This is an optimization exercise on Yosys and OpenROAD, whose aim is small area, not a production implementation.
The RTL was checked by simulation tests, not by an equivalence proof against the original design.

### flow/design.v
module dmr_framer (
    input  wire         clk,
    input  wire         rst,            
    input  wire         in_valid,
    input  wire [1:0]   in_dibit,
    input  wire [4:0]   search_thr,     
    input  wire [4:0]   sync_thr,       
    output wire         pll_valid,
    output wire [15:0]  pll_offset,     
    output reg          loss_valid,
    output wire [13:0]  loss_bits,
    output reg          burst_valid,
    output wire [287:0] burst_bits,
    output wire [4:0]   burst_sync,
    output wire [1:0]   burst_lock,
    output wire [7:0]   burst_errors
);
    localparam [4:0] P_UNKNOWN = 5'd20;
    function ge4(input [3:0] x, input [3:0] y);
        integer i;
        reg c;
        begin
            c = 1'b1;
            for (i = 0; i < 4; i = i + 1) c = (x[i] & ~y[i]) | ((x[i] | ~y[i]) & c);
            ge4 = c;
        end
    endfunction
    function [4:0] next_voice(input [4:0] p);
        if (p == 5'd1)
            next_voice = 5'd10;
        else if (p >= 5'd10 && p < 5'd14)
            next_voice = p + 5'd1;
        else if (p == 5'd3 || p == 5'd6 || p == 5'd7)
            next_voice = 5'd15;
        else if (p >= 5'd15 && p < 5'd19)
            next_voice = p + 5'd1;
        else
            next_voice = P_UNKNOWN;
    endfunction
    reg [287:0] mb;         
    reg [12:0]  q;          
    reg         z;          
    reg         synced;
    reg [4:0]   trc;        
    reg [4:0]   tro;        
    reg         fb;         
    reg         r_hit;      
    reg [4:0]   r_wid;
    reg [1:0]   r_lock;
    reg [4:0]   r_err;
    wire [47:0] W = mb[151:104];
    reg  [23:0] h, l;
    integer k;
    always @* begin
        for (k = 0; k < 24; k = k + 1) begin
            h[k] = W[2*k+1];
            l[k] = W[2*k];
        end
    end
    wire [4:0] thr = synced_n ? sync_thr : search_thr;
    wire t0_s, t0_c;
    dmr_fa u_t0 (.a(h[2]), .b(h[3]), .c(h[13]), .s(t0_s), .co(t0_c));
    wire t1_s, t1_c;
    dmr_fa u_t1 (.a(h[11]), .b(h[15]), .c(h[17]), .s(t1_s), .co(t1_c));
    wire t2_s, t2_c;
    dmr_fa u_t2 (.a(h[4]), .b(h[14]), .c(h[23]), .s(t2_s), .co(t2_c));
    wire t3_s, t3_c;
    dmr_fa u_t3 (.a(h[0]), .b(h[10]), .c(h[16]), .s(t3_s), .co(t3_c));
    wire t4_s, t4_c;
    dmr_fa u_t4 (.a(h[5]), .b(h[19]), .c(h[20]), .s(t4_s), .co(t4_c));
    wire t5_s, t5_c;
    dmr_fa u_t5 (.a(h[7]), .b(h[8]), .c(h[12]), .s(t5_s), .co(t5_c));
    wire t6_s, t6_c;
    dmr_fa u_t6 (.a(h[1]), .b(h[18]), .c(h[21]), .s(t6_s), .co(t6_c));
    wire t7_s, t7_c;
    dmr_fa u_t7 (.a(h[6]), .b(h[9]), .c(h[22]), .s(t7_s), .co(t7_c));
    wire pc_h_1, pc_h_2;
    dmr_fa u_pc_h_1 (.a(t0_s), .b(t1_s), .c(t2_s), .s(pc_h_1), .co(pc_h_2));
    wire pc_h_3, pc_h_4;
    dmr_fa u_pc_h_3 (.a(t3_s), .b(t4_s), .c(t5_s), .s(pc_h_3), .co(pc_h_4));
    wire pc_h_5, pc_h_6;
    dmr_fa u_pc_h_5 (.a(t6_s), .b(t7_s), .c(pc_h_1), .s(pc_h_5), .co(pc_h_6));
    wire pc_h_7, pc_h_8;
    dmr_ha u_pc_h_7 (.a(pc_h_3), .b(pc_h_5), .s(pc_h_7), .co(pc_h_8));
    wire pc_h_9, pc_h_10;
    dmr_fa u_pc_h_9 (.a(t0_c), .b(t1_c), .c(t2_c), .s(pc_h_9), .co(pc_h_10));
    wire pc_h_11, pc_h_12;
    dmr_fa u_pc_h_11 (.a(t3_c), .b(t4_c), .c(t5_c), .s(pc_h_11), .co(pc_h_12));
    wire pc_h_13, pc_h_14;
    dmr_fa u_pc_h_13 (.a(t6_c), .b(t7_c), .c(pc_h_2), .s(pc_h_13), .co(pc_h_14));
    wire pc_h_15, pc_h_16;
    dmr_fa u_pc_h_15 (.a(pc_h_4), .b(pc_h_6), .c(pc_h_8), .s(pc_h_15), .co(pc_h_16));
    wire pc_h_17, pc_h_18;
    dmr_fa u_pc_h_17 (.a(pc_h_9), .b(pc_h_11), .c(pc_h_13), .s(pc_h_17), .co(pc_h_18));
    wire pc_h_19, pc_h_20;
    dmr_ha u_pc_h_19 (.a(pc_h_15), .b(pc_h_17), .s(pc_h_19), .co(pc_h_20));
    wire pc_h_21, pc_h_22;
    dmr_fa u_pc_h_21 (.a(pc_h_10), .b(pc_h_12), .c(pc_h_14), .s(pc_h_21), .co(pc_h_22));
    wire pc_h_23, pc_h_24;
    dmr_fa u_pc_h_23 (.a(pc_h_16), .b(pc_h_18), .c(pc_h_20), .s(pc_h_23), .co(pc_h_24));
    wire pc_h_25, pc_h_26;
    dmr_ha u_pc_h_25 (.a(pc_h_21), .b(pc_h_23), .s(pc_h_25), .co(pc_h_26));
    wire pc_h_27, pc_h_28;
    dmr_fa u_pc_h_27 (.a(pc_h_22), .b(pc_h_24), .c(pc_h_26), .s(pc_h_27), .co(pc_h_28));
    wire [4:0] pc_h = {pc_h_28, pc_h_27, pc_h_25, pc_h_19, pc_h_7};
    wire pc_l_1, pc_l_2;
    dmr_fa u_pc_l_1 (.a(l[0]), .b(l[1]), .c(l[2]), .s(pc_l_1), .co(pc_l_2));
    wire pc_l_3, pc_l_4;
    dmr_fa u_pc_l_3 (.a(l[3]), .b(l[4]), .c(l[5]), .s(pc_l_3), .co(pc_l_4));
    wire pc_l_5, pc_l_6;
    dmr_fa u_pc_l_5 (.a(l[6]), .b(l[7]), .c(l[8]), .s(pc_l_5), .co(pc_l_6));
    wire pc_l_7, pc_l_8;
    dmr_fa u_pc_l_7 (.a(l[9]), .b(l[10]), .c(l[11]), .s(pc_l_7), .co(pc_l_8));
    wire pc_l_9, pc_l_10;
    dmr_fa u_pc_l_9 (.a(l[12]), .b(l[13]), .c(l[14]), .s(pc_l_9), .co(pc_l_10));
    wire pc_l_11, pc_l_12;
    dmr_fa u_pc_l_11 (.a(l[15]), .b(l[16]), .c(l[17]), .s(pc_l_11), .co(pc_l_12));
    wire pc_l_13, pc_l_14;
    dmr_fa u_pc_l_13 (.a(l[18]), .b(l[19]), .c(l[20]), .s(pc_l_13), .co(pc_l_14));
    wire pc_l_15, pc_l_16;
    dmr_fa u_pc_l_15 (.a(l[21]), .b(l[22]), .c(l[23]), .s(pc_l_15), .co(pc_l_16));
    wire pc_l_17, pc_l_18;
    dmr_fa u_pc_l_17 (.a(pc_l_1), .b(pc_l_3), .c(pc_l_5), .s(pc_l_17), .co(pc_l_18));
    wire pc_l_19, pc_l_20;
    dmr_fa u_pc_l_19 (.a(pc_l_7), .b(pc_l_9), .c(pc_l_11), .s(pc_l_19), .co(pc_l_20));
    wire pc_l_21, pc_l_22;
    dmr_fa u_pc_l_21 (.a(pc_l_13), .b(pc_l_15), .c(pc_l_17), .s(pc_l_21), .co(pc_l_22));
    wire pc_l_23, pc_l_24;
    dmr_ha u_pc_l_23 (.a(pc_l_19), .b(pc_l_21), .s(pc_l_23), .co(pc_l_24));
    wire pc_l_25, pc_l_26;
    dmr_fa u_pc_l_25 (.a(pc_l_2), .b(pc_l_4), .c(pc_l_6), .s(pc_l_25), .co(pc_l_26));
    wire pc_l_27, pc_l_28;
    dmr_fa u_pc_l_27 (.a(pc_l_8), .b(pc_l_10), .c(pc_l_12), .s(pc_l_27), .co(pc_l_28));
    wire pc_l_29, pc_l_30;
    dmr_fa u_pc_l_29 (.a(pc_l_14), .b(pc_l_16), .c(pc_l_18), .s(pc_l_29), .co(pc_l_30));
    wire pc_l_31, pc_l_32;
    dmr_fa u_pc_l_31 (.a(pc_l_20), .b(pc_l_22), .c(pc_l_24), .s(pc_l_31), .co(pc_l_32));
    wire pc_l_33, pc_l_34;
    dmr_fa u_pc_l_33 (.a(pc_l_25), .b(pc_l_27), .c(pc_l_29), .s(pc_l_33), .co(pc_l_34));
    wire pc_l_35, pc_l_36;
    dmr_ha u_pc_l_35 (.a(pc_l_31), .b(pc_l_33), .s(pc_l_35), .co(pc_l_36));
    wire pc_l_37, pc_l_38;
    dmr_fa u_pc_l_37 (.a(pc_l_26), .b(pc_l_28), .c(pc_l_30), .s(pc_l_37), .co(pc_l_38));
    wire pc_l_39, pc_l_40;
    dmr_fa u_pc_l_39 (.a(pc_l_32), .b(pc_l_34), .c(pc_l_36), .s(pc_l_39), .co(pc_l_40));
    wire pc_l_41, pc_l_42;
    dmr_ha u_pc_l_41 (.a(pc_l_37), .b(pc_l_39), .s(pc_l_41), .co(pc_l_42));
    wire pc_l_43, pc_l_44;
    dmr_fa u_pc_l_43 (.a(pc_l_38), .b(pc_l_40), .c(pc_l_42), .s(pc_l_43), .co(pc_l_44));
    wire [4:0] pc_l = {pc_l_44, pc_l_43, pc_l_41, pc_l_35, pc_l_23};
    wire A0_1, A0_2;
    dmr_fa u_A0_1 (.a(t2_s), .b(t4_s), .c(t6_s), .s(A0_1), .co(A0_2));
    wire A0_3, A0_4;
    dmr_fa u_A0_3 (.a(h[7]), .b(h[10]), .c(h[13]), .s(A0_3), .co(A0_4));
    wire A0_5, A0_6;
    dmr_ha u_A0_5 (.a(A0_1), .b(A0_3), .s(A0_5), .co(A0_6));
    wire A0_7, A0_8;
    dmr_fa u_A0_7 (.a(t2_c), .b(t4_c), .c(t6_c), .s(A0_7), .co(A0_8));
    wire A0_9, A0_10;
    dmr_fa u_A0_9 (.a(A0_2), .b(A0_4), .c(A0_6), .s(A0_9), .co(A0_10));
    wire A0_11, A0_12;
    dmr_ha u_A0_11 (.a(A0_7), .b(A0_9), .s(A0_11), .co(A0_12));
    wire A0_13, A0_14;
    dmr_fa u_A0_13 (.a(A0_8), .b(A0_10), .c(A0_12), .s(A0_13), .co(A0_14));
    wire [3:0] A0 = {A0_14, A0_13, A0_11, A0_5};
    wire A1_1, A1_2;
    dmr_fa u_A1_1 (.a(t2_s), .b(t3_s), .c(t5_s), .s(A1_1), .co(A1_2));
    wire A1_3, A1_4;
    dmr_fa u_A1_3 (.a(h[9]), .b(h[15]), .c(h[19]), .s(A1_3), .co(A1_4));
    wire A1_5, A1_6;
    dmr_ha u_A1_5 (.a(A1_1), .b(A1_3), .s(A1_5), .co(A1_6));
    wire A1_7, A1_8;
    dmr_fa u_A1_7 (.a(t2_c), .b(t3_c), .c(t5_c), .s(A1_7), .co(A1_8));
    wire A1_9, A1_10;
    dmr_fa u_A1_9 (.a(A1_2), .b(A1_4), .c(A1_6), .s(A1_9), .co(A1_10));
    wire A1_11, A1_12;
    dmr_ha u_A1_11 (.a(A1_7), .b(A1_9), .s(A1_11), .co(A1_12));
    wire A1_13, A1_14;
    dmr_fa u_A1_13 (.a(A1_8), .b(A1_10), .c(A1_12), .s(A1_13), .co(A1_14));
    wire [3:0] A1 = {A1_14, A1_13, A1_11, A1_5};
    wire A2_1, A2_2;
    dmr_fa u_A2_1 (.a(t1_s), .b(t4_s), .c(t7_s), .s(A2_1), .co(A2_2));
    wire A2_3, A2_4;
    dmr_fa u_A2_3 (.a(h[7]), .b(h[18]), .c(h[23]), .s(A2_3), .co(A2_4));
    wire A2_5, A2_6;
    dmr_ha u_A2_5 (.a(A2_1), .b(A2_3), .s(A2_5), .co(A2_6));
    wire A2_7, A2_8;
    dmr_fa u_A2_7 (.a(t1_c), .b(t4_c), .c(t7_c), .s(A2_7), .co(A2_8));
    wire A2_9, A2_10;
    dmr_fa u_A2_9 (.a(A2_2), .b(A2_4), .c(A2_6), .s(A2_9), .co(A2_10));
    wire A2_11, A2_12;
    dmr_ha u_A2_11 (.a(A2_7), .b(A2_9), .s(A2_11), .co(A2_12));
    wire A2_13, A2_14;
    dmr_fa u_A2_13 (.a(A2_8), .b(A2_10), .c(A2_12), .s(A2_13), .co(A2_14));
    wire [3:0] A2 = {A2_14, A2_13, A2_11, A2_5};
    wire A3_1, A3_2;
    dmr_fa u_A3_1 (.a(t0_s), .b(t2_s), .c(t5_s), .s(A3_1), .co(A3_2));
    wire A3_3, A3_4;
    dmr_fa u_A3_3 (.a(h[6]), .b(h[9]), .c(h[20]), .s(A3_3), .co(A3_4));
    wire A3_5, A3_6;
    dmr_ha u_A3_5 (.a(A3_1), .b(A3_3), .s(A3_5), .co(A3_6));
    wire A3_7, A3_8;
    dmr_fa u_A3_7 (.a(t0_c), .b(t2_c), .c(t5_c), .s(A3_7), .co(A3_8));
    wire A3_9, A3_10;
    dmr_fa u_A3_9 (.a(A3_2), .b(A3_4), .c(A3_6), .s(A3_9), .co(A3_10));
    wire A3_11, A3_12;
    dmr_ha u_A3_11 (.a(A3_7), .b(A3_9), .s(A3_11), .co(A3_12));
    wire A3_13, A3_14;
    dmr_fa u_A3_13 (.a(A3_8), .b(A3_10), .c(A3_12), .s(A3_13), .co(A3_14));
    wire [3:0] A3 = {A3_14, A3_13, A3_11, A3_5};
    wire A4_1, A4_2;
    dmr_fa u_A4_1 (.a(t1_s), .b(t2_s), .c(t6_s), .s(A4_1), .co(A4_2));
    wire A4_3, A4_4;
    dmr_fa u_A4_3 (.a(h[3]), .b(h[8]), .c(h[16]), .s(A4_3), .co(A4_4));
    wire A4_5, A4_6;
    dmr_ha u_A4_5 (.a(A4_1), .b(A4_3), .s(A4_5), .co(A4_6));
    wire A4_7, A4_8;
    dmr_fa u_A4_7 (.a(t1_c), .b(t2_c), .c(t6_c), .s(A4_7), .co(A4_8));
    wire A4_9, A4_10;
    dmr_fa u_A4_9 (.a(A4_2), .b(A4_4), .c(A4_6), .s(A4_9), .co(A4_10));
    wire A4_11, A4_12;
    dmr_ha u_A4_11 (.a(A4_7), .b(A4_9), .s(A4_11), .co(A4_12));
    wire A4_13, A4_14;
    dmr_fa u_A4_13 (.a(A4_8), .b(A4_10), .c(A4_12), .s(A4_13), .co(A4_14));
    wire [3:0] A4 = {A4_14, A4_13, A4_11, A4_5};
    wire T1_1 = ~(pc_h[0] ^ ~pc_l[0]);
    wire T1_2 = pc_h[0] | ~pc_l[0];
    wire T1_3, T1_4;
    dmr_ha u_T1_3 (.a(~thr[0]), .b(T1_1), .s(T1_3), .co(T1_4));
    wire T1_5 = ~(pc_h[1] ^ ~pc_l[1]);
    wire T1_6 = pc_h[1] | ~pc_l[1];
    wire T1_7, T1_8;
    dmr_fa u_T1_7 (.a(~thr[1]), .b(T1_2), .c(T1_4), .s(T1_7), .co(T1_8));
    wire T1_9, T1_10;
    dmr_ha u_T1_9 (.a(T1_5), .b(T1_7), .s(T1_9), .co(T1_10));
    wire T1_11 = ~(pc_h[2] ^ ~pc_l[2]);
    wire T1_12 = pc_h[2] | ~pc_l[2];
    wire T1_13, T1_14;
    dmr_fa u_T1_13 (.a(~thr[2]), .b(T1_6), .c(T1_8), .s(T1_13), .co(T1_14));
    wire T1_15, T1_16;
    dmr_fa u_T1_15 (.a(T1_10), .b(T1_11), .c(T1_13), .s(T1_15), .co(T1_16));
    wire T1_17, T1_18;
    dmr_fa u_T1_17 (.a(pc_h[3]), .b(~pc_l[3]), .c(~thr[3]), .s(T1_17), .co(T1_18));
    wire T1_19, T1_20;
    dmr_fa u_T1_19 (.a(T1_12), .b(T1_14), .c(T1_16), .s(T1_19), .co(T1_20));
    wire T1_21, T1_22;
    dmr_ha u_T1_21 (.a(T1_17), .b(T1_19), .s(T1_21), .co(T1_22));
    wire T1_23, T1_24;
    dmr_fa u_T1_23 (.a(pc_h[4]), .b(~pc_l[4]), .c(~thr[4]), .s(T1_23), .co(T1_24));
    wire T1_25, T1_26;
    dmr_fa u_T1_25 (.a(T1_18), .b(T1_20), .c(T1_22), .s(T1_25), .co(T1_26));
    wire T1_27, T1_28;
    dmr_ha u_T1_27 (.a(T1_23), .b(T1_25), .s(T1_27), .co(T1_28));
    wire T1_29 = ~(T1_24 ^ T1_26);
    wire T1_30 = T1_24 | T1_26;
    wire T1_31, T1_32;
    dmr_ha u_T1_31 (.a(T1_28), .b(T1_29), .s(T1_31), .co(T1_32));
    wire T1_33 = ~(T1_30 ^ T1_32);
    wire T1_34 = T1_30 | T1_32;
    wire T1_35 = ~T1_34;
    wire [7:0] T1 = {T1_35, T1_33, T1_31, T1_27, T1_21, T1_15, T1_9, T1_3};
    wire T2_1, T2_2;
    dmr_fa u_T2_1 (.a(pc_h[0]), .b(pc_l[0]), .c(thr[0]), .s(T2_1), .co(T2_2));
    wire T2_3, T2_4;
    dmr_fa u_T2_3 (.a(pc_h[1]), .b(pc_l[1]), .c(thr[1]), .s(T2_3), .co(T2_4));
    wire T2_5, T2_6;
    dmr_ha u_T2_5 (.a(T2_2), .b(T2_3), .s(T2_5), .co(T2_6));
    wire T2_7 = ~(pc_h[2] ^ pc_l[2]);
    wire T2_8 = pc_h[2] | pc_l[2];
    wire T2_9, T2_10;
    dmr_fa u_T2_9 (.a(thr[2]), .b(T2_4), .c(T2_6), .s(T2_9), .co(T2_10));
    wire T2_11, T2_12;
    dmr_ha u_T2_11 (.a(T2_7), .b(T2_9), .s(T2_11), .co(T2_12));
    wire T2_13 = ~(pc_h[3] ^ pc_l[3]);
    wire T2_14 = pc_h[3] | pc_l[3];
    wire T2_15, T2_16;
    dmr_fa u_T2_15 (.a(thr[3]), .b(T2_8), .c(T2_10), .s(T2_15), .co(T2_16));
    wire T2_17, T2_18;
    dmr_fa u_T2_17 (.a(T2_12), .b(T2_13), .c(T2_15), .s(T2_17), .co(T2_18));
    wire T2_19 = ~(pc_h[4] ^ pc_l[4]);
    wire T2_20 = pc_h[4] | pc_l[4];
    wire T2_21, T2_22;
    dmr_fa u_T2_21 (.a(thr[4]), .b(T2_14), .c(T2_16), .s(T2_21), .co(T2_22));
    wire T2_23, T2_24;
    dmr_fa u_T2_23 (.a(T2_18), .b(T2_19), .c(T2_21), .s(T2_23), .co(T2_24));
    wire T2_25, T2_26;
    dmr_fa u_T2_25 (.a(T2_20), .b(T2_22), .c(T2_24), .s(T2_25), .co(T2_26));
    wire T2_27 = ~T2_26;
    wire T2_28 = ~T2_26;
    wire [7:0] T2 = {T2_28, T2_27, T2_25, T2_23, T2_17, T2_11, T2_5, T2_1};
    wire h1 = pc_h == 5'd24, h0 = pc_h == 5'd0;
    wire l1 = pc_l == 5'd24, l0 = pc_l == 5'd0;
    wire pc_h12 = pc_h == 5'd12;
    wire [9:0] leq;         
    assign leq[0] = (l == 24'hbc64b2);
    assign leq[1] = (l == 24'h439b4d);
    assign leq[2] = (l == 24'h89d791);
    assign leq[3] = (l == 24'h76286e);
    assign leq[4] = (l == 24'hde8ae0);
    assign leq[5] = (l == 24'h9073dc);
    assign leq[6] = (l == 24'h21751f);
    assign leq[7] = (l == 24'h6f8c23);
    assign leq[8] = (l == 24'h5836e5);
    assign leq[9] = (l == 24'ha7c91a);
    wire [3:0] uc = T1[4:1];
    wire [3:0] vc = T2[4:1];
    wire uc_neg = T1[7];
    wire uc_small = T1[7:5] == 3'd0;
    wire vc_neg = T2[7];
    wire vc_big = ~T2[7] & (T2[6:5] != 2'd0);
    wire [9:0] n;           
    wire [9:0] x;           
    wire [9:0] rm;          
    wire hb0 = pc_h12 & (A0 == 4'd12);      
    wire ho0 = pc_h12 & (A0 == 4'd0);       
    assign n[0]  = uc_neg | (uc_small & ge4(A0, uc[3:0]));
    assign n[1]  = ~vc_neg & (vc_big | ge4(vc[3:0], A0));
    assign x[0]  = l1 & hb0;
    assign x[1]  = l1 & ho0;
    assign rm[0] = (h1 & leq[1]) | (h0 & leq[0]) | (l0 & ho0);
    assign rm[1] = (h1 & leq[0]) | (h0 & leq[1]) | (l0 & hb0);
    wire hb1 = pc_h12 & (A1 == 4'd12);      
    wire ho1 = pc_h12 & (A1 == 4'd0);       
    assign n[2]  = uc_neg | (uc_small & ge4(A1, uc[3:0]));
    assign n[3]  = ~vc_neg & (vc_big | ge4(vc[3:0], A1));
    assign x[2]  = l1 & hb1;
    assign x[3]  = l1 & ho1;
    assign rm[2] = (h1 & leq[3]) | (h0 & leq[2]) | (l0 & ho1);
    assign rm[3] = (h1 & leq[2]) | (h0 & leq[3]) | (l0 & hb1);
    wire hb2 = pc_h12 & (A2 == 4'd12);      
    wire ho2 = pc_h12 & (A2 == 4'd0);       
    assign n[4]  = uc_neg | (uc_small & ge4(A2, uc[3:0]));
    assign n[6]  = ~vc_neg & (vc_big | ge4(vc[3:0], A2));
    assign x[4]  = l1 & hb2;
    assign x[6]  = l1 & ho2;
    assign rm[4] = (h1 & leq[6]) | (h0 & leq[4]) | (l0 & ho2);
    assign rm[6] = (h1 & leq[4]) | (h0 & leq[6]) | (l0 & hb2);
    wire hb3 = pc_h12 & (A3 == 4'd12);      
    wire ho3 = pc_h12 & (A3 == 4'd0);       
    assign n[5]  = uc_neg | (uc_small & ge4(A3, uc[3:0]));
    assign n[7]  = ~vc_neg & (vc_big | ge4(vc[3:0], A3));
    assign x[5]  = l1 & hb3;
    assign x[7]  = l1 & ho3;
    assign rm[5] = (h1 & leq[7]) | (h0 & leq[5]) | (l0 & ho3);
    assign rm[7] = (h1 & leq[5]) | (h0 & leq[7]) | (l0 & hb3);
    wire hb4 = pc_h12 & (A4 == 4'd12);      
    wire ho4 = pc_h12 & (A4 == 4'd0);       
    assign n[9]  = uc_neg | (uc_small & ge4(A4, uc[3:0]));
    assign n[8]  = ~vc_neg & (vc_big | ge4(vc[3:0], A4));
    assign x[9]  = l1 & hb4;
    assign x[8]  = l1 & ho4;
    assign rm[9] = (h1 & leq[8]) | (h0 & leq[9]) | (l0 & ho4);
    assign rm[8] = (h1 & leq[9]) | (h0 & leq[8]) | (l0 & hb4);
    wire [1:0] rl = h1 ? 2'd1 : h0 ? 2'd2 : 2'd3;
    wire       xany = synced_n & (|x);
    wire [9:0] hits = xany ? x : (n | (synced_n ? 10'd0 : rm));
    reg  [9:0] win;
    reg        seen;
    integer e;
    always @* begin
        seen = 1'b0;
        for (e = 0; e < 10; e = e + 1) begin
            win[e] = hits[e] & ~seen;
            seen = seen | hits[e];
        end
    end
    wire       m_hit = |hits;
    wire [4:0] wid   = {1'b0, win[8] | win[9], win[4] | win[5] | win[6] | win[7], win[2] | win[3] | win[6] | win[7], win[1] | win[3] | win[5] | win[7] | win[9]};
    wire [3:0] wA    = ({4{win[0] | win[1]}} & A0) |
                      ({4{win[2] | win[3]}} & A1) |
                      ({4{win[4] | win[6]}} & A2) |
                      ({4{win[5] | win[7]}} & A3) |
                      ({4{win[9] | win[8]}} & A4);
    wire       wbase = win[0] | win[2] | win[4] | win[5] | win[9];
    wire       wn    = |(win & n);
    wire Y_1 = ~pc_h[0];
    wire Y_2, Y_3;
    dmr_fa u_Y_2 (.a(pc_h[1]), .b(~wA[0]), .c(pc_h[0]), .s(Y_2), .co(Y_3));
    wire Y_4, Y_5;
    dmr_fa u_Y_4 (.a(pc_h[2]), .b(~wA[1]), .c(Y_3), .s(Y_4), .co(Y_5));
    wire Y_6, Y_7;
    dmr_fa u_Y_6 (.a(pc_h[3]), .b(~wA[2]), .c(Y_5), .s(Y_6), .co(Y_7));
    wire Y_8 = pc_h[4] ^ ~wA[3] ^ Y_7;
    wire [4:0] Y = {Y_8, Y_6, Y_4, Y_2, Y_1};
    wire wdist_1 = ~(~pc_l[0] ^ Y[0] ^ ~wbase);
    wire wdist_2 = ~pc_l[0] | Y[0] ^ ~wbase;
    wire wdist_3, wdist_4;
    dmr_ha u_wdist_3 (.a(wbase), .b(wdist_1), .s(wdist_3), .co(wdist_4));
    wire wdist_5, wdist_6;
    dmr_fa u_wdist_5 (.a(~pc_l[1]), .b(Y[1] ^ ~wbase), .c(wdist_2), .s(wdist_5), .co(wdist_6));
    wire wdist_7, wdist_8;
    dmr_ha u_wdist_7 (.a(wdist_4), .b(wdist_5), .s(wdist_7), .co(wdist_8));
    wire wdist_9 = ~(~pc_l[2] ^ Y[2] ^ ~wbase);
    wire wdist_10 = ~pc_l[2] | Y[2] ^ ~wbase;
    wire wdist_11, wdist_12;
    dmr_fa u_wdist_11 (.a(wdist_6), .b(wdist_8), .c(wdist_9), .s(wdist_11), .co(wdist_12));
    wire wdist_13, wdist_14;
    dmr_fa u_wdist_13 (.a(~pc_l[3]), .b(Y[3] ^ ~wbase), .c(wdist_10), .s(wdist_13), .co(wdist_14));
    wire wdist_15, wdist_16;
    dmr_ha u_wdist_15 (.a(wdist_12), .b(wdist_13), .s(wdist_15), .co(wdist_16));
    wire wdist_17 = ~pc_l[4] ^ Y[4] ^ ~wbase ^ wdist_14;
    wire wdist_18 = wdist_16 ^ wdist_17;
    wire [4:0] wdist = {wdist_18, wdist_15, wdist_11, wdist_7, wdist_3};
    wire [1:0] wlock = wn ? 2'd0 : rl;
    wire        hit  = r_hit;
    wire [12:0] qe   = z ? 13'h1F70 : q;      
    wire q1_1 = ~qe[0];
    wire q1_2, q1_3;
    dmr_ha u_q1_2 (.a(qe[1]), .b(qe[0]), .s(q1_2), .co(q1_3));
    wire q1_4, q1_5;
    dmr_ha u_q1_4 (.a(qe[2]), .b(q1_3), .s(q1_4), .co(q1_5));
    wire q1_6, q1_7;
    dmr_ha u_q1_6 (.a(qe[3]), .b(q1_5), .s(q1_6), .co(q1_7));
    wire q1_8, q1_9;
    dmr_ha u_q1_8 (.a(qe[4]), .b(q1_7), .s(q1_8), .co(q1_9));
    wire q1_10, q1_11;
    dmr_ha u_q1_10 (.a(qe[5]), .b(q1_9), .s(q1_10), .co(q1_11));
    wire q1_12, q1_13;
    dmr_ha u_q1_12 (.a(qe[6]), .b(q1_11), .s(q1_12), .co(q1_13));
    wire q1_14, q1_15;
    dmr_ha u_q1_14 (.a(qe[7]), .b(q1_13), .s(q1_14), .co(q1_15));
    wire q1_16, q1_17;
    dmr_ha u_q1_16 (.a(qe[8]), .b(q1_15), .s(q1_16), .co(q1_17));
    wire q1_18, q1_19;
    dmr_ha u_q1_18 (.a(qe[9]), .b(q1_17), .s(q1_18), .co(q1_19));
    wire q1_20, q1_21;
    dmr_ha u_q1_20 (.a(qe[10]), .b(q1_19), .s(q1_20), .co(q1_21));
    wire q1_22, q1_23;
    dmr_ha u_q1_22 (.a(qe[11]), .b(q1_21), .s(q1_22), .co(q1_23));
    wire q1_24 = qe[12] ^ q1_23;
    wire [12:0] q1 = {q1_24, q1_22, q1_20, q1_18, q1_16, q1_14, q1_12, q1_10, q1_8, q1_6, q1_4, q1_2, q1_1};
    wire        bnd  = synced & (q1 == 13'd0);
    wire        fire = ~synced & hit;
    wire [4:0]  nv   = next_voice(trc);
    wire        bnd_burst = hit | (nv != P_UNKNOWN) | (tro != P_UNKNOWN);
    wire [4:0]  bnd_val = hit ? r_wid : nv;
    wire        burst_now = fire | (bnd & bnd_burst);
    wire        fire_loss = fire & (q1 != 13'd0) & ~(&q1[12:8]);
    wire        thr_loss  = ~synced & ~hit & (q1 == 13'd4801);
    wire        synced_n  = fire | (synced & ~(bnd & ~bnd_burst));
    wire        rot  = in_valid & fire;
    wire        swp  = rot & (r_lock[0] ^ r_lock[1]);
    wire        ih   = rot & r_lock[0];
    wire        il   = rot & r_lock[1];
    wire        gh1  = ~rst & ~ih, gh0 = ~rst & ih;
    wire        gl1  = ~rst & ~il, gl0 = ~rst & il;
    wire [287:0] put = {mb[285:0], in_dibit};
    reg  [287:0] mb_d;
    integer j;
    always @* begin
        for (j = 0; j < 144; j = j + 1) begin
            mb_d[2*j+1] = (swp ? put[2*j]   : put[2*j+1]) ? gh1 : gh0;
            mb_d[2*j]   = (swp ? put[2*j+1] : put[2*j])   ? gl1 : gl0;
        end
    end
    always @(posedge clk) begin
        if (rst | in_valid) mb <= mb_d;
    end
    always @(posedge clk) begin
        if (rst) begin
            r_hit       <= 1'b0;
            z           <= 1'b1;
            synced      <= 1'b0;
            trc         <= P_UNKNOWN;
            tro         <= P_UNKNOWN;
            burst_valid <= 1'b0;
            loss_valid  <= 1'b0;
        end else begin
            burst_valid <= in_valid & burst_now;
            loss_valid  <= in_valid & (fire_loss | thr_loss);
            if (in_valid & ~burst_now) begin
                r_hit  <= m_hit;
                r_wid  <= wid;
                r_lock <= wlock;
                r_err  <= wn ? wdist : 5'd0;
            end
            if (in_valid) begin
                q <= thr_loss ? 13'd1 : q1;
                z <= burst_now;
                fb <= fire;
                if (fire) begin
                    trc    <= r_wid;
                    synced <= 1'b1;
                end else if (bnd) begin
                    trc <= tro;
                    tro <= bnd_val;
                    if (!bnd_burst) synced <= 1'b0;
                end
            end
        end
    end
    assign burst_bits   = mb;
    assign burst_sync   = fb ? trc : tro;
    assign burst_lock   = fb ? r_lock : 2'd0;
    assign burst_errors = {3'd0, r_err};
    assign pll_valid    = burst_valid & (burst_lock != 2'd0);
    assign pll_offset   = (burst_lock == 2'd1) ? 16'hFB50 :
                          (burst_lock == 2'd2) ? 16'h04B0 : 16'h0960;
    assign loss_bits    = {burst_valid ? q : 13'd4800, 1'b0};
endmodule
module dmr_fa (input wire a, input wire b, input wire c, output wire s, output wire co);
    assign s  = a ^ b ^ c;
    assign co = (a & b) | (c & (a ^ b));
endmodule
module dmr_ha (input wire a, input wire b, output wire s, output wire co);
    assign s  = a ^ b;
    assign co = a & b;
endmodule
### flow/flow/run.sh
#!/bin/bash
# The standard layout, with the port buffers made from the smallest buffer cell.
set -euo pipefail
bash standard.sh BUFFER_PORTS_ARGS="-buffer_cell sky130_fd_sc_hd__buf_1" finish > make_finish.log 2>&1
### flow/standard.sh
#!/bin/bash
# synth_recipe.tcl (not shown) runs the flow's synth.tcl, then flattens the netlist and writes it again
# the make line also repeats each setting of config.mk as NAME=value (left out here)
make -C /OpenROAD-flow-scripts/flow DESIGN_CONFIG=/design/flow/config.mk WORK_HOME=/design/flow/orfs CLKGATE_MAP_FILE= SYNTH_SCRIPT=/design/flow/synth_recipe.tcl "${@:-finish}"
### flow/config.mk
export PLATFORM = sky130hd
export DESIGN_NAME = dmr_framer
export DESIGN_NICKNAME = dmr_framer
export VERILOG_FILES = /design/flow/design.v
export SDC_FILE = /design/flow/constraint.sdc
export NUM_CORES = 4
export LEC_CHECK = 0
export CAP_MARGIN = 20
export CORE_MARGIN = 2
export CORE_UTILIZATION = 65
export CTS_BUF_LIST = sky130_fd_sc_hd__clkbuf_8
export CTS_CLUSTER_DIAMETER = 50
export CTS_CLUSTER_SIZE = 16
export SLEW_MARGIN = 20
export SYNTH_HIERARCHICAL = 1
export SYNTH_MINIMUM_KEEP_SIZE = 0
### flow/constraint.sdc
create_clock -name core_clock -period 12.0 [get_ports {clk}]
set_input_delay 2.4000 -clock core_clock [delete_from_list [all_inputs] [get_ports {clk}]]
set_output_delay 2.4000 -clock core_clock [all_outputs]
set_load 0.01 [all_outputs]
==> run summary, run 1 <==
status=finished clean; sequential share of the synthesized area=0.445; global placement routability congestion=approximately 0.98; Chip Width=roughly 190 µm; Final Cycle Share=0.983; GRT Total Usage=0.338; asr flop ratio synth=0; H-tree depth=2; CTS tree=built; share of layout cells above drive strength 1=0.128; min Tclk post-route=between 10 and 15 ns; Clock Path Buffers=3; Clock Latency Late Sink=slightly below 0.6 ns; most frequent cells after synthesis=585 x mux2i_1, 313 x edfxtp_1, 89 x clkbuf_1; FF-to-FF path depth=about 50; Via density=around 6.2; crit path launch type=flop; Ys Warns=7; initial antenna violation count=1; DRT Wirelength=approximately 60000 µm; most frequent cell after synthesis=mux2i_1; final setup TNS=0 ns; slowest CP cell=fa_2; Die Height=approximately 190 µm; placed cells=around 2500; vias in the first global route=~16000; Remaining DRCs=0; total of max-cap violations=0; row count=67; count of final hold-check violations=0; Setup crit end kind=flop; Worst Tran Pin Value=1.18 ns; Ports=351; largest net degree at the start of global routing=152; Port Buffers=342; Root Buffer=clkbuf_8; CTS Buf Count=35; Pins Over Slew Limit=0; Worst Path Arrival=roughly 12 ns; top post-synthesis cells by area=edfxtp_1 43%, mux2i_1 27%, fa_1 7.7%; Initial Util=0.654; total die area=approximately 0.035 mm²; Hold Worst Slack=0.507 ns; RSZ-0062 raised after global routing=yes; Worst-path clk slew=about 0.10 ns; syn_area_per_cell=about 13 µm²; Detailed Place HPWL=about 42000 µm; Std-Cell Core Area=around 0.033 mm²; CTS Sinks=about 330; crit path buf inv count=2; Non-Filler Instances=between 2000 and 3000; routed vias=between 15000 and 20000; worst path required time=12.34 ns; hold path depth=2; area leader, netlist=edfxtp_1; Syn Inst Count=around 1700; Slew HR=0.210; worst-case clock skew=between 0.03 and 0.04 ns; ant diodes=0; area grow syn2layout=15.4%; critical path class=flop to flop; Post-synth EDFFs=about 310; fmax=0.0847 GHz; most frequent CP cell=ha_4; DR pass1 iterations=5; Synth cell types=a little over 90; top_reg_cell synth=edfxtp_1; Synth Cell Area=between 0.02 and 0.025 mm²; Antenna Nets Post-Route=0; Hold Crit Class=flop to flop; gr ovfl total=0; number of cells on the critical path=51; fillers=roughly 2300; cell family with most CP delay=adder cells; worst-path fanout max=5; first-pass GRT wire length=just over 90000 µm; 1st-iter DRT viols=approximately 1300; Setup Viol. Count Final=0; delay of the slowest cell on the worst path=around 0.54 ns; number of nets in the layout=around 2200; FF+latch count, synth=approximately 330; post-synth top area share=0.432; Routed WL per cell=24.0 µm
## registers in the layout, summed over array words and instances, names as in the netlist
register and flops:
burst_valid 1, fb 1, loss_valid 1, mb 288
q 13, r_err 5, r_hit 1, r_lock 2
r_wid 4, synced 1, trc 5, tro 5
z 1
## cell usage in the layout, fill, tap and decap left out, types with 22 or more instances in the layout
cell type | netlist | routed
inv_1 | 59 | 57
fa_1 | 84 | 77
clkbuf_8 | 0 | 37
edfxtp_1 | 313 | 313
nor2_1 | 49 | 47
nor2b_1 | 26 | 25
buf_1 | 25 | 342
nand2b_1 | 22 | 22
nand2_1 | 50 | 47
ha_1 | 53 | 33
mux2i_1 | 585 | 583
o21ai_0 | 27 | 26
buf_4 | 15 | 101
## what timing repair did
action,4_1_cts,5_1_grt
hold buffers,0,0
pin swaps,13,31
resized for setup,17,57
setup buffers,6,3
setup endpoints to repair,1,2
hold endpoints to repair,0,0
cloned,0,0
## layer usage
| metal | vias up | part of all wire | track usage |
|---|---|---|---|
| met3 | 162 | 0.087 | 0.0901 |
| li1 | 7100 | - | - |
| met5 | - | 0.00016 | 0 |
| met1 | 7846 | 0.39 | 0.431 |
| met4 | 2 | 0.046 | 0.134 |
| met2 | 691 | 0.48 | 0.553 |
## Yosys stat by module (local to each module, per instance)
module / cells inside / copies in the design
dmr_fa: 1 / 84
dmr_framer: 1587 / 1
dmr_ha: 1 / 37
## worst paths after layout
path                                               end          startpoint  slack (ns)
worst max-delay path            r_err[4]$_SDFFCE_PN0P_  q[0]$_SDFFCE_PP1P_        0.20
worst max register to register  r_err[4]$_SDFFCE_PN0P_  q[0]$_SDFFCE_PP1P_        0.20
worst min-delay path                    z$_SDFFE_PP1P_      z$_SDFFE_PP1P_        0.51
worst min register to register          z$_SDFFE_PP1P_      z$_SDFFE_PP1P_        0.51
## layout make-up
cell class              instances  area [µm²]  share of cell area
well taps                     448         561              0.0223
flip-flops and latches        328        9700               0.386
inverters                      59         221             0.00881
clock inverters                25         312              0.0124
repair buffers                445        2080              0.0828
clock buffers                  37         509              0.0203
multi-input cells            1195       11800               0.468
## per-stage QoR
stage	setup slack, ns	area, µm²	util
2_1_floorplan	0.0293	21800	-
3_3_place_gp	-0.191	23900	0.717
3_5_place_dp	-0.566	23900	0.717
4_1_cts	-0.209	24800	0.746
5_1_grt	-0.218	25100	0.755
6_report	0.198	25100	0.755
## kinds of logic after synthesis
logic type / synth area share
AOI/OAI and AO/OA: 0.0486
xor gates and xnor gates: 0.00787
adders and majority gates: 0.114
buffers and inverters: 0.0359
DFF: 0.445
muxes: 0.271
other: 0.000172
and+or+nand+nor: 0.0769
## worst reg2reg max path, delay by kind of cell, from the launching register on
kind	cells	cell delay, ns
adders and majority gates	26	6.85
and+or+nand+nor	11	1.92
AOI/OAI and AO/OA	6	1.11
xor gates and xnor gates	5	0.87
DFF	1	0.39
muxes	1	0.30
buffers and inverters	2	0.10
==> run 2, diff against run 1 <==
--- a/flow/config.mk
+++ b/flow/config.mk
@@ -7,3 +7,3 @@
 export LEC_CHECK = 0
-export CAP_MARGIN = 20
+export CAP_MARGIN = 5
 export CORE_MARGIN = 2
@@ -13,3 +13,3 @@
 export CTS_CLUSTER_SIZE = 16
-export SLEW_MARGIN = 20
+export SLEW_MARGIN = 5
 export SYNTH_HIERARCHICAL = 1
==> run summary, run 2 <==
Chip Width=roughly 190 µm; most frequent cells after synthesis=585 x mux2i_1, 313 x edfxtp_1, 89 x clkbuf_1; Std-Cell Core Area=around 0.033 mm²; share of layout cells above drive strength 1=0.128; Pins Over Slew Limit=0; Worst-path clk slew=about 0.1 ns; syn_area_per_cell=roughly 13 µm²; delay of the slowest cell on the worst path=approximately 0.54 ns; wl on met1=23500 µm; routed length on met3=5290 µm; CTS Sinks=between 300 and 400; DR pass1 iterations=5; Clock Latency Late Sink=between 0.5 and 0.6 ns; pre-CTS WS=-0.566 ns; Ys Warns=7; FF+latch count, synth=roughly 330; slowest CP cell=fa_2; Worst Tran Pin Value=approximately 1.2 ns; Die Height=about 190 µm; worst-case clock skew=slightly above 0.03 ns; most frequent cell after synthesis=mux2i_1; total of max-cap violations=0; GRT Total Usage=0.338; Setup crit end kind=flop; min Tclk post-route=between 10 and 15 ns; Routed WL per cell=~24 µm; worst path required time=between 10 and 15 ns; cell family with most CP delay=adder cells; area grow syn2layout=15.4%; CTS tree=built; global placement routability congestion=slightly below 1; max FFs per register=288; leading registers by flop count=mb (288), q (13); H-tree depth=2; Syn Inst Count=~1700; largest net degree at the start of global routing=152; most frequent CP cell=ha_4; Post-synth EDFFs=313; DR WL met2=29300 µm; Port Buffers=~340; initial antenna violation count=1; Initial Util=0.654; hold buffer count at cts=0; Final Cycle Share=0.983; gr ovfl total=0; Detailed Place HPWL=approximately 42000 µm; top_reg_cell synth=edfxtp_1; Setup Viol. Count Final=0; ant diodes=0; Synth Cell Area=about 0.022 mm²; area of the multi-input gates=0.0118 mm²; 1st-iter DRT viols=between 1000 and 1500; routed vias=15800; CTS Buf Count=35; row count=between 60 and 70; RSZ-0062 raised after global routing=yes; post-synth top area share=0.432; worst-path fanout max=5; first-pass GRT wire length=92100 µm; area occupied by registers=just under 0.01 mm²; Ports=around 350; fillers=2254; Hold Crit Class=flop to flop; asr flop ratio synth=0; fmax=around 0.085 GHz; DRT Wirelength=60900 µm; crit path buf inv count=2; total die area=roughly 0.035 mm²; final worst slack=between 0.15 and 0.2 ns; Util after Layout=0.755; sequential share of the synthesized area=0.445; most common cell after layout, fill and taps aside=mux2i_1; Largest Register=mb; Synth cell types=about 90; Antenna Nets Post-Route=0; count of final hold-check violations=0; highest metal used=met5; vias in the first global route=~16000; Root Buffer=clkbuf_8; crit path launch type=flop; Via density=a little over 6; Remaining DRCs=0; area leader, netlist=edfxtp_1; Slew HR=0.210; top post-synthesis cells by area=edfxtp_1 43%, mux2i_1 27%, fa_1 7.7%; Worst Path Arrival=around 12 ns; Clock Path Buffers=3; most frequent cells in the layout=583 x mux2i_1, 342 x buf_1, 313 x edfxtp_1, 101 x buf_4, 77 x fa_1; status=finished clean; number of nets in the layout=2216; critical path class=flop to flop
run 2: cell counts in the layout (fill, tap and decap cells not counted):
Identical to the previous run, type by type.
run 2: repair_timing:
| action | 4_1_cts | 5_1_grt |
|---|---|---|
| setup buffers | 6 | 3 |
| resized for setup | 17 | 57 |
| pin swaps | 13 | 31 |
| endpoints found under the setup margin | 1 | 2 |
| gates cloned | 0 | 0 |
run 2: logic make-up (layout without fill, tap and decap cells):
family / Yosys count / after routing / share of synthesized area
AO/OA/AOI/OAI: 138 / 138 / 0.0486
buffers and inverters: 192 / 566 / 0.0359
flip-flops: 328 / 328 / 0.445
other: 1 / 8 / 0.000172
XOR/XNOR: 18 / 18 / 0.00787
adder cells (fa/ha/maj): 149 / 149 / 0.114
multiplexers: 590 / 590 / 0.271
AND/OR/NAND/NOR: 292 / 292 / 0.0769
run 2: per-module statistics from Yosys (local to each module, per instance):
module      copies in the design  flip-flops and latches  cell area (µm²)  cells
dmr_framer                     1                     328            19600   1587
dmr_fa                        84                       0             20.0      1
dmr_ha                        37                       0             12.5      1
run 2: path summary, 6_finish.rpt:
kind,end,startpoint,cells past startpoint,slack (ns)
setup / recovery,r_err[4]$_SDFFCE_PN0P_,q[0]$_SDFFCE_PP1P_,51,0.20
hold / removal,z$_SDFFE_PP1P_,z$_SDFFE_PP1P_,2,0.51
hold reg to reg,z$_SDFFE_PP1P_,z$_SDFFE_PP1P_,2,0.51
setup reg to reg,r_err[4]$_SDFFCE_PN0P_,q[0]$_SDFFCE_PP1P_,51,0.20
run 2: final cells by class:
class,instances,area share
well taps,448,0.0223
clock inverters,25,0.0124
inverters,59,0.00881
clock buffers,37,0.0203
flip-flops and latches,328,0.386
multi-input cells,1195,0.468
repair buffers,445,0.0828
run 2: per-stage QoR:
step	setup TNS [ns]	cells	cell area [µm²]	hold WS, ns
3_3_place_gp	-0.191	2467	23900	0.476
3_5_place_dp	-0.566	2467	23900	0.499
6_report	0	2537	25100	0.507
5_1_grt	-0.218	2537	25100	0.570
4_1_cts	-0.209	2535	24800	0.512
2_1_floorplan	0	1715	21800	0.469
run 2: worst register-to-register path: cells and delay by family (launching register included):
family / cells / cell delay [ns]
xor gates and xnor gates: 5 / 0.87
and+or+nand+nor: 11 / 1.92
DFF: 1 / 0.39
adders and majority gates: 26 / 6.85
AOI/OAI and AO/OA: 6 / 1.11
muxes: 1 / 0.30
buffers and inverters: 2 / 0.10
run 2: routing by layer:
metal  track usage  vias up
met5             0        -
met4         0.134        2
met3        0.0901      162
met2         0.553      691
met1         0.431     7846
li1              -     7100
==> run 3, diff against run 2 <==
--- a/flow/design.v
+++ b/flow/design.v
@@ -50,2 +50,4 @@
     reg [4:0]   r_err;
+    wire        bnd    = synced & ~z & (q == 13'h1FFF);
+    wire        s_mode = synced & ~bnd;
     wire [47:0] W = mb[151:104];
@@ -59,3 +61,3 @@
     end
-    wire [4:0] thr = synced_n ? sync_thr : search_thr;
+    wire [4:0] thr = s_mode ? sync_thr : search_thr;
     wire t0_s, t0_c;
@@ -293,13 +295,14 @@
     wire pc_h12 = pc_h == 5'd12;
+    wire pc_l12 = pc_l == 5'd12;
     wire [9:0] leq;         
-    assign leq[0] = (l == 24'hbc64b2);
-    assign leq[1] = (l == 24'h439b4d);
-    assign leq[2] = (l == 24'h89d791);
-    assign leq[3] = (l == 24'h76286e);
-    assign leq[4] = (l == 24'hde8ae0);
-    assign leq[5] = (l == 24'h9073dc);
-    assign leq[6] = (l == 24'h21751f);
-    assign leq[7] = (l == 24'h6f8c23);
-    assign leq[8] = (l == 24'h5836e5);
-    assign leq[9] = (l == 24'ha7c91a);
+    assign leq[0] = pc_l12 & ((l & 24'hbc64b2) == 24'hbc64b2);
+    assign leq[1] = pc_l12 & ((l & 24'h439b4d) == 24'h439b4d);
+    assign leq[2] = pc_l12 & ((l & 24'h89d791) == 24'h89d791);
+    assign leq[3] = pc_l12 & ((l & 24'h76286e) == 24'h76286e);
+    assign leq[4] = pc_l12 & ((l & 24'hde8ae0) == 24'hde8ae0);
+    assign leq[5] = pc_l12 & ((l & 24'h9073dc) == 24'h9073dc);
+    assign leq[6] = pc_l12 & ((l & 24'h21751f) == 24'h21751f);
+    assign leq[7] = pc_l12 & ((l & 24'h6f8c23) == 24'h6f8c23);
+    assign leq[8] = pc_l12 & ((l & 24'h5836e5) == 24'h5836e5);
+    assign leq[9] = pc_l12 & ((l & 24'ha7c91a) == 24'ha7c91a);
     wire [3:0] uc = T1[4:1];
@@ -354,4 +357,4 @@
     wire [1:0] rl = h1 ? 2'd1 : h0 ? 2'd2 : 2'd3;
-    wire       xany = synced_n & (|x);
-    wire [9:0] hits = xany ? x : (n | (synced_n ? 10'd0 : rm));
+    wire       xany = s_mode & (|x);
+    wire [9:0] hits = xany ? x : (n | (s_mode ? 10'd0 : rm));
     reg  [9:0] win;
@@ -431,3 +434,2 @@
     wire [12:0] q1 = {q1_24, q1_22, q1_20, q1_18, q1_16, q1_14, q1_12, q1_10, q1_8, q1_6, q1_4, q1_2, q1_1};
-    wire        bnd  = synced & (q1 == 13'd0);
     wire        fire = ~synced & hit;
@@ -437,23 +439,24 @@
     wire        burst_now = fire | (bnd & bnd_burst);
-    wire        fire_loss = fire & (q1 != 13'd0) & ~(&q1[12:8]);
-    wire        thr_loss  = ~synced & ~hit & (q1 == 13'd4801);
-    wire        synced_n  = fire | (synced & ~(bnd & ~bnd_burst));
-    wire        rot  = in_valid & fire;
-    wire        swp  = rot & (r_lock[0] ^ r_lock[1]);
-    wire        ih   = rot & r_lock[0];
-    wire        il   = rot & r_lock[1];
-    wire        gh1  = ~rst & ~ih, gh0 = ~rst & ih;
-    wire        gl1  = ~rst & ~il, gl0 = ~rst & il;
+    wire        fire_loss = fire & ~z & ~(&q[12:8]);    
+    wire        thr_loss  = ~synced & ~hit & ~z & (q == 13'd4800);    
+    wire        rot = fire & (r_lock != 2'd0);
+    wire        ch  = ~rst & ~in_valid;
+    wire        c0  = ~rst & in_valid & ~rot;
+    wire        c1  = ~rst & in_valid & rot & (r_lock == 2'd1);
+    wire        c2  = ~rst & in_valid & rot & (r_lock == 2'd2);
+    wire        c3  = ~rst & in_valid & rot & (r_lock == 2'd3);
     wire [287:0] put = {mb[285:0], in_dibit};
-    reg  [287:0] mb_d;
-    integer j;
-    always @* begin
-        for (j = 0; j < 144; j = j + 1) begin
-            mb_d[2*j+1] = (swp ? put[2*j]   : put[2*j+1]) ? gh1 : gh0;
-            mb_d[2*j]   = (swp ? put[2*j+1] : put[2*j])   ? gl1 : gl0;
+    wire [287:0] mb_d;
+    genvar g;
+    generate
+        for (g = 0; g < 144; g = g + 1) begin : slice
+            dmr_sel u_hi (.ch(ch), .c0(c0), .c1(c1), .c2(c2), .c3(c3), .own(mb[2*g+1]),
+                          .x0(put[2*g+1]), .x1(~put[2*g]), .x2(put[2*g]), .x3(~put[2*g+1]),
+                          .d(mb_d[2*g+1]));
+            dmr_sel u_lo (.ch(ch), .c0(c0), .c1(c1), .c2(c2), .c3(c3), .own(mb[2*g]),
+                          .x0(put[2*g]), .x1(put[2*g+1]), .x2(~put[2*g+1]), .x3(~put[2*g]),
+                          .d(mb_d[2*g]));
         end
-    end
-    always @(posedge clk) begin
-        if (rst | in_valid) mb <= mb_d;
-    end
+    endgenerate
+    always @(posedge clk) mb <= mb_d;
     always @(posedge clk) begin
@@ -508 +511,8 @@
 endmodule
+module dmr_sel (
+    input  wire ch, c0, c1, c2, c3,
+    input  wire own, x0, x1, x2, x3,
+    output wire d
+);
+    assign d = (ch & own) | (c0 & x0) | (c1 & x1) | (c2 & x2) | (c3 & x3);
+endmodule
--- a/flow/config.mk
+++ b/flow/config.mk
@@ -7,5 +7,5 @@
 export LEC_CHECK = 0
-export CAP_MARGIN = 5
+export CAP_MARGIN = 20
 export CORE_MARGIN = 2
-export CORE_UTILIZATION = 65
+export CORE_UTILIZATION = 45
 export CTS_BUF_LIST = sky130_fd_sc_hd__clkbuf_8
@@ -13,3 +13,3 @@
 export CTS_CLUSTER_SIZE = 16
-export SLEW_MARGIN = 5
+export SLEW_MARGIN = 20
 export SYNTH_HIERARCHICAL = 1
==> run summary, run 3 <==
FF+latch count, synth=approximately 330; Worst Path Arrival=roughly 12 ns; Synth Cell Area=about 0.02 mm²; Root Buffer=clkbuf_8; Finished Cell Area=0.0229 mm²; total of max-cap violations=0; initial antenna violation count=0; count of final hold-check violations=0; share of layout cells above drive strength 1=0.0611; Hold Worst Slack=between 0.5 and 0.6 ns; Setup crit end kind=flop; post-synth top area share=0.306; GRT Total Usage=0.274; final worst slack=~0.5 ns; Remaining DRCs=0; area grow syn2layout=15.8%; min Tclk post-route=11.50 ns; Hold Crit Class=flop to flop; Post-DP Area=about 0.022 mm²; fmax=around 0.087 GHz; worst path required time=between 10 and 15 ns; slowest CP cell=fa_2; status=finished clean; Final Cycle Share=0.958; area leader, netlist=dfxtp_1; CTS tree=built; Worst-path clk slew=0.09 ns; Detailed Place HPWL=~44000 µm; Die Height=around 210 µm; leading registers by flop count=mb (288), q (13); CTS Buf Count=roughly 40; largest net degree at the start of global routing=237; worst-case clock skew=between 0.06 and 0.07 ns; Ys Warns=7; global placement routability congestion=between 0.9 and 1; RSZ-0062 raised after global routing=no; Via density=6.29; asr flop ratio synth=0; vias in the first global route=between 15000 and 20000; ant diodes=0; 1st-iter DRT viols=between 3000 and 4000; Initial Util=0.457; first-pass GRT wire length=just over 100000 µm; Clock Path Buffers=3; number of nets in the layout=approximately 2700; Port Buffers=between 300 and 400; pre-CTS WS=between 0.2 and 0.25 ns; most frequent cell after synthesis=nand2_1; H-tree depth=2; crit path launch type=flop; most common cell after layout, fill and taps aside=inv_1; Ports=about 350; Largest Register=mb; Synth cell types=83; worst-path fanout max=6; hold buffer count at cts=0; Clock Latency Late Sink=roughly 0.63 ns; delay of the slowest cell on the worst path=0.66 ns; total die area=about 0.046 mm²; CTS Sinks=approximately 330; cell family with most CP delay=adder cells; Util after Layout=0.530; Setup Viol. Count Final=0; Antenna Nets Post-Route=0; routed vias=about 20000; Slew HR=0.198; DRT Wirelength=about 66000 µm; sequential share of the synthesized area=0.344; row count=between 70 and 80; Pins Over Slew Limit=0; syn_area_per_cell=~9.1 µm²; most frequent cells in the layout=346 x inv_1, 345 x nand2_1, 342 x buf_1, 297 x a22oi_1; Routed WL per cell=20.7 µm; Worst Tran Pin Value=around 1.2 ns; gr ovfl total=0; crit path buf inv count=4; fillers=4126; Chip Width=between 200 and 250 µm; most frequent cells after synthesis=345 x nand2_1, 342 x inv_1, 303 x dfxtp_1; most frequent CP cell=fa_1; top_reg_cell synth=dfxtp_1; critical path class=flop to flop; final setup TNS=0 ns; top post-synthesis cells by area=dfxtp_1 31%, a222oi_1 15%, a22oi_1 11%; Std-Cell Core Area=between 0.04 and 0.05 mm²; max FFs per register=around 290; Syn Inst Count=between 2000 and 2500; DR pass1 iterations=8; Post-synth EDFFs=25
run 3: changes by cell type after synthesis, moves of 283 or more:
cell	change
inv_1	+283
a222oi_1	+291
a22oi_1	+294
dfxtp_1	+288
nand2_1	+295
mux2i_1	-575
edfxtp_1	-288
run 3: path summary, 6_finish.rpt:
| kind | startpoint | to | slack, ns | cells after the start |
|---|---|---|---|---|
| worst max-delay path | mb[127]$_DFF_P_ | r_err[4]$_SDFFCE_PN0P_ | 0.50 | 40 |
| worst max register to register | mb[127]$_DFF_P_ | r_err[4]$_SDFFCE_PN0P_ | 0.50 | 40 |
| worst min-delay path | mb[287]$_DFF_P_ | mb[287]$_DFF_P_ | 0.51 | 2 |
| worst min register to register | mb[287]$_DFF_P_ | mb[287]$_DFF_P_ | 0.51 | 2 |
run 3: worst reg2reg max path, delay by kind of cell (launching register included):
kind | cells | cell delay (ns)
XOR/XNOR | 4 | 0.63
AND/OR/NAND/NOR | 6 | 1.50
AO/OA/AOI/OAI | 5 | 1.09
adder cells (fa/ha/maj) | 21 | 7.49
flip-flops | 1 | 0.37
buffers and inverters | 4 | 0.22
run 3: layout make-up:
type,count,area (µm²),area share
clock inverters,31,317,0.0138
inverters,344,1290,0.0563
flip-flops and latches,328,6830,0.298
repair buffers,378,1600,0.0696
clock buffers,44,606,0.0264
well taps,585,732,0.0319
multi-input cells,1463,11600,0.504
run 3: modules after synthesis (local to each module, per instance):
module	cells	flip-flops and latches	cell area, µm²	times used
dmr_framer	1183	328	11500	1
dmr_sel	3	0	21.3	288
dmr_ha	1	0	12.5	37
dmr_fa	1	0	20.0	84
run 3: timing repair:
action / CTS / global route
resized for setup: 0 / 19
endpoints found under the setup margin: 0 / 1
buffers inserted: 0 / 0
run 3: cells by family after synthesis:
group,count (synthesis),synth area share
AOI/OAI and AO/OA,717,0.309
and+or+nand+nor,564,0.133
buffers and inverters,384,0.0772
DFF,328,0.344
adders and majority gates,144,0.122
muxes,16,0.00847
xor gates and xnor gates,14,0.00620
other,1,0.000189
run 3: routing by layer:
metal	routed length, µm	share of wire	track usage
met5	0	0	0
met2	30900	0.47	0.442
met4	2140	0.033	0.0967
met1	27400	0.42	0.363
met3	5280	0.080	0.0596
run 3: through the flow:
step                instances
CTS                      3173
floorplan                2175
detailed placement       3098
global placement         3098
global route             3173
finish                   3173

==> static timing again, ports no longer ideal <==
No port has a modelled driver above. Below, the same layouts with a new extraction and two added sets of constraints.
Step 1 assumes that a clkbuf_16 drives the clock port and a buf_2 every other input.
Step 2 adds t to the input delays and takes it off the output delays; t is the mean of the earliest and latest rising clock arrival at the registers after step 1. Input paths then give back, and output paths get back, about the clock's delay inside the block.
Three values: ideal ports, drivers, drivers and shift; two values: the first two.
run | t, ns | setup slack, ns | hold slack, ns | pins driven straight from the clock port
run 1 | 0.621 | 0.198 / 0.198 / 0.198 | 0.507 / 0.507 / 0.507 | 1
run 2 | 0.621 | 0.198 / 0.198 / 0.198 | 0.507 / 0.507 / 0.507 | 1
run 3 | 0.657 | 0.500 / 0.500 / 0.500 | 0.506 / 0.506 / 0.506 | 1
After both steps every run listed still meets setup and hold.
